Background: an optimization exercise with open tools, aiming at small area, a short achievable clock period and few clock cycles per item. Do not read the settings as production practice.
Function was checked by simulation only, so behaviour that the tests miss may differ from the original.
Power and IR drop assume default switching activity.

==> flow/design.v (excerpt) <==
module fst_hash_engine (
    input  wire        clk,
    input  wire        rst_n,
    input  wire        key_wr,
    input  wire [3:0]  key_addr,
    input  wire [31:0] key_data,
    input  wire        in_valid,
    output wire        in_ready,
    input  wire [31:0] in_data,
    input  wire        in_v4,
    output wire        out_valid,
    input  wire        out_ready,
    output wire [31:0] out_hash
);
==> module fst_hash_engine, before the edit <==
module fst_hash_engine (
    input  wire        clk,
    input  wire        rst_n,
    input  wire        key_wr,
    input  wire [3:0]  key_addr,
    input  wire [31:0] key_data,
    input  wire        in_valid,
    output wire        in_ready,
    input  wire [31:0] in_data,
    input  wire        in_v4,
    output wire        out_valid,
    input  wire        out_ready,
    output wire [31:0] out_hash
);
    reg  [31:0] ring [0:9];
    reg  [9:0]  kv;
    reg  [9:0]  wsel;
    reg  [3:0]  ph;
    reg  [19:0] mask;                
    reg  [31:0] dr;                  
    wire [3:0]  ph_n  = (ph >= 4'd9) ? 4'd0 : ph + 4'd1;
    wire [4:0]  tdiff = {1'b0, key_addr} + 5'd8 - {1'b0, ph};    
    wire [3:0]  tslot = (tdiff >= 5'd10) ? tdiff - 5'd10 : tdiff;
    wire        kw    = key_wr && (key_addr < 4'd10);
    integer s;
    always @(posedge clk) begin
        for (s = 0; s < 10; s = s + 1) begin
            if (wsel[s])
                ring[s] <= (s % 2) ? ~dr : dr;
            else
                ring[s] <= ~ring[(s + 1) % 10];
        end
    end
    always @(posedge clk) begin
        if (!rst_n) begin
            ph   <= 4'd0;
            wsel <= 10'd0;
            kv   <= 10'd0;
            mask <= 20'd0;
        end else begin
            ph <= ph_n;
            for (s = 0; s < 10; s = s + 1) begin
                wsel[s] <= kw && (tslot == s);
                kv[s]   <= wsel[s] | kv[(s + 1) % 10];
            end
            if (key_wr && key_addr == 4'd10)
                mask <= key_data[19:0];
        end
    end
    reg  [3:0]  wc;
    reg  [3:0]  dl;
    reg         v4r;
    reg         rdy;
    reg         dfirst, dlast, fin;
    reg  [19:0] acc;                 
    reg  [19:0] oreg;
    reg         ov;
    wire        xfer = in_valid && rdy;
    wire        v4e  = (wc == 4'd0) ? in_v4 : v4r;
    wire        w9   = (wc == 4'd9);
    wire        zero_w = v4e && (wc == 4'd0 || wc == 4'd1 || wc == 4'd4 || wc == 4'd5);
    wire        ffff_w = v4e && (wc == 4'd2 || wc == 4'd6);
    wire [31:0] dnorm = w9     ? {in_data[7:0], 24'd0} :
                        zero_w ? 32'd0 :
                        ffff_w ? 32'h0000FFFF : in_data;
    wire [3:0]  wc_n = xfer ? (w9 ? 4'd0 : wc + 4'd1) : wc;
    wire [3:0]  dl_m = (dl == 4'd0 || dl > 4'd9) ? 4'd9 : dl - 4'd1;
    wire [3:0]  dl_n = xfer ? dl : dl_m;
    wire        ov_n = fin ? 1'b1 : (ov && out_ready) ? 1'b0 : ov;
    always @(posedge clk) begin
        dr <= xfer ? dnorm : key_wr ? key_data : 32'd0;
        if (xfer && wc == 4'd0)
            v4r <= in_v4;
    end
    always @(posedge clk) begin
        if (!rst_n) begin
            wc     <= 4'd0;
            dl     <= 4'd0;
            rdy    <= 1'b0;
            dfirst <= 1'b0;
            dlast  <= 1'b0;
            fin    <= 1'b0;
            ov     <= 1'b0;
        end else begin
            wc     <= wc_n;
            dl     <= dl_n;
            rdy    <= (dl_n == 4'd1) && (wc_n != 4'd9 || !ov_n);
            dfirst <= xfer && (wc == 4'd0);
            dlast  <= xfer && w9;
            fin    <= dlast;
            ov     <= ov_n;
        end
    end
    wire [50:0] win = {~ring[1][18:0] & {19{kv[1]}}, ring[0] & {32{kv[0]}}};
    reg  [19:0] prod;
    integer h, j;
    always @(*) begin
        for (h = 0; h < 20; h = h + 1) begin
            prod[h] = 1'b0;
            for (j = 0; j < 32; j = j + 1)
                prod[h] = prod[h] ^ (dr[j] & win[43 - 8*(j/8) + (j%8) - (19-h)]);
        end
    end
    always @(posedge clk) begin
        acc <= (dfirst ? 20'd0 : acc) ^ prod;
        if (fin)
            oreg <= acc & mask;
    end
    assign in_ready  = rdy;
    assign out_valid = ov;
    assign out_hash  = {12'd0, oreg};
endmodule
clock: 6.0 ns
lec_check: 0
cap_margin: 20
core_margin: 2
core_utilization: 30
slew_margin: 20
run.sh (not shown) runs the stock make flow with config.mk's settings and CLKGATE_MAP_FILE= SYNTH_SCRIPT=/design/flow/synth_recipe.tcl, a recipe that flattens the netlist after the stock synthesis.
The baseline finished clean.
Testbench counts at the start, summed over its fixed seeds: cycles 9,670, items 960.
==> next run, changes <==
==> flow/design.v (replaced) <==
module fst_hash_engine (
    input  wire        clk,
    input  wire        rst_n,
    input  wire        key_wr,
    input  wire [3:0]  key_addr,
    input  wire [31:0] key_data,
    input  wire        in_valid,
    output wire        in_ready,
    input  wire [31:0] in_data,
    input  wire        in_v4,
    output wire        out_valid,
    input  wire        out_ready,
    output wire [31:0] out_hash
);
    reg  [31:0] ring [0:9];
    reg  [3:0]  ph;
    reg  [19:0] mask;                
    wire [3:0]  ph_n  = (ph >= 4'd9) ? 4'd0 : ph + 4'd1;
    wire [3:0]  ph_nn = (ph_n == 4'd9) ? 4'd0 : ph_n + 4'd1;
    wire        kw    = key_wr && (key_addr < 4'd10);
    wire [31:0] wdata = rst_n ? key_data : 32'd0;
    integer s;
    always @(posedge clk) begin
        for (s = 0; s < 10; s = s + 1) begin
            if (!rst_n || (kw && key_addr == ((ph_n + s >= 10) ? ph_n + s - 10 : ph_n + s)))
                ring[s] <= wdata;
            else
                ring[s] <= ring[(s + 1) % 10];
        end
    end
    always @(posedge clk) begin
        if (!rst_n)
            ph <= 4'd0;
        else
            ph <= ph_n;
    end
    always @(posedge clk) begin
        if (!rst_n)
            mask <= 20'd0;
        else if (key_wr && key_addr == 4'd10)
            mask <= key_data[19:0];
    end
    reg  [3:0]  wc;
    reg         v4r;
    reg         rdy;
    reg  [31:0] dr;
    reg         dfirst, dlast, fin;
    reg  [19:0] acc;                 
    reg  [19:0] oreg;
    reg         ov;
    wire        xfer = in_valid && rdy;
    wire        v4e  = (wc == 4'd0) ? in_v4 : v4r;
    wire        w9   = (wc == 4'd9);
    wire        zero_w = v4e && (wc == 4'd0 || wc == 4'd1 || wc == 4'd4 || wc == 4'd5);
    wire        ffff_w = v4e && (wc == 4'd2 || wc == 4'd6);
    wire [31:0] dnorm = w9     ? {in_data[7:0], 24'd0} :
                        zero_w ? 32'd0 :
                        ffff_w ? 32'h0000FFFF : in_data;
    wire [3:0]  wc_n = xfer ? (w9 ? 4'd0 : wc + 4'd1) : wc;
    wire        ov_n = fin ? 1'b1 : (ov && out_ready) ? 1'b0 : ov;
    always @(posedge clk) begin
        dr <= xfer ? dnorm : 32'd0;
        if (xfer && wc == 4'd0)
            v4r <= in_v4;
    end
    always @(posedge clk) begin
        if (!rst_n) begin
            wc     <= 4'd0;
            rdy    <= 1'b0;
            dfirst <= 1'b0;
            dlast  <= 1'b0;
            fin    <= 1'b0;
            ov     <= 1'b0;
        end else begin
            wc     <= wc_n;
            rdy    <= (wc_n == ph_nn) && (wc_n != 4'd9 || !ov_n);
            dfirst <= xfer && (wc == 4'd0);
            dlast  <= xfer && w9;
            fin    <= dlast;
            ov     <= ov_n;
        end
    end
    wire [50:0] win = {ring[1][18:0], ring[0]};
    reg  [19:0] prod;
    integer h, j;
    always @(*) begin
        for (h = 0; h < 20; h = h + 1) begin
            prod[h] = 1'b0;
            for (j = 0; j < 32; j = j + 1)
                prod[h] = prod[h] ^ (dr[j] & win[43 - 8*(j/8) + (j%8) - (19-h)]);
        end
    end
    always @(posedge clk) begin
        acc <= (dfirst ? 20'd0 : acc) ^ prod;
        if (fin)
            oreg <= acc & mask;
    end
    assign in_ready  = rdy;
    assign out_valid = ov;
    assign out_hash  = {12'd0, oreg};
endmodule
- The changed run finished with timing, DRC and antenna clean
- register-to-register slack gets worse by 1.9 ns
- via count goes up by about a fifth
- fmax falls by a quarter to a third
- synthesized cell count goes up by roughly a tenth
- cell area rose by a few percent
- combinational power decreases by well over a third
- setup slack gets worse by 1.5 ns
- sequential power is lower by well over a third
- clock-buffer cell count shrinks by 6
Testbench counts after the change, summed over its fixed seeds: cycles 9,670, items 960.

port drivers added, routing unchanged:
How much do the figures lean on ideal ports? The routed layouts below were timed once more, with nothing changed but the port constraints. Step 1: set_driving_cell puts a clkbuf_16 on clk and a buf_2 on each other input, an assumption about the parent block. Step 2 times the ports against the registers' clock, not the clock port: input delays grow and output delays shrink by t, the midpoint of the rising clock arrivals with the driver on. Slacks: no drivers / after step 1 / after step 2; pairs: no drivers / after step 1.
run | t (ns) | setup WS [ns] | worst setup path after step 2 | latest minus earliest clock arrival (ns) | pins driven straight from the clock port
the first run | 0.644 | 2.511 / 2.548 / 1.904 | input to register | 0.017 / 0.016 | 1
the second run | 0.645 | 1.003 / 1.003 / 1.003 | register to register | 0.033 / 0.033 | 1
After both steps setup and hold are still met in every run listed. For the first run, which loses most, drivers alone change the setup slack by +0.037 ns; drivers and shift together by -0.607 ns.
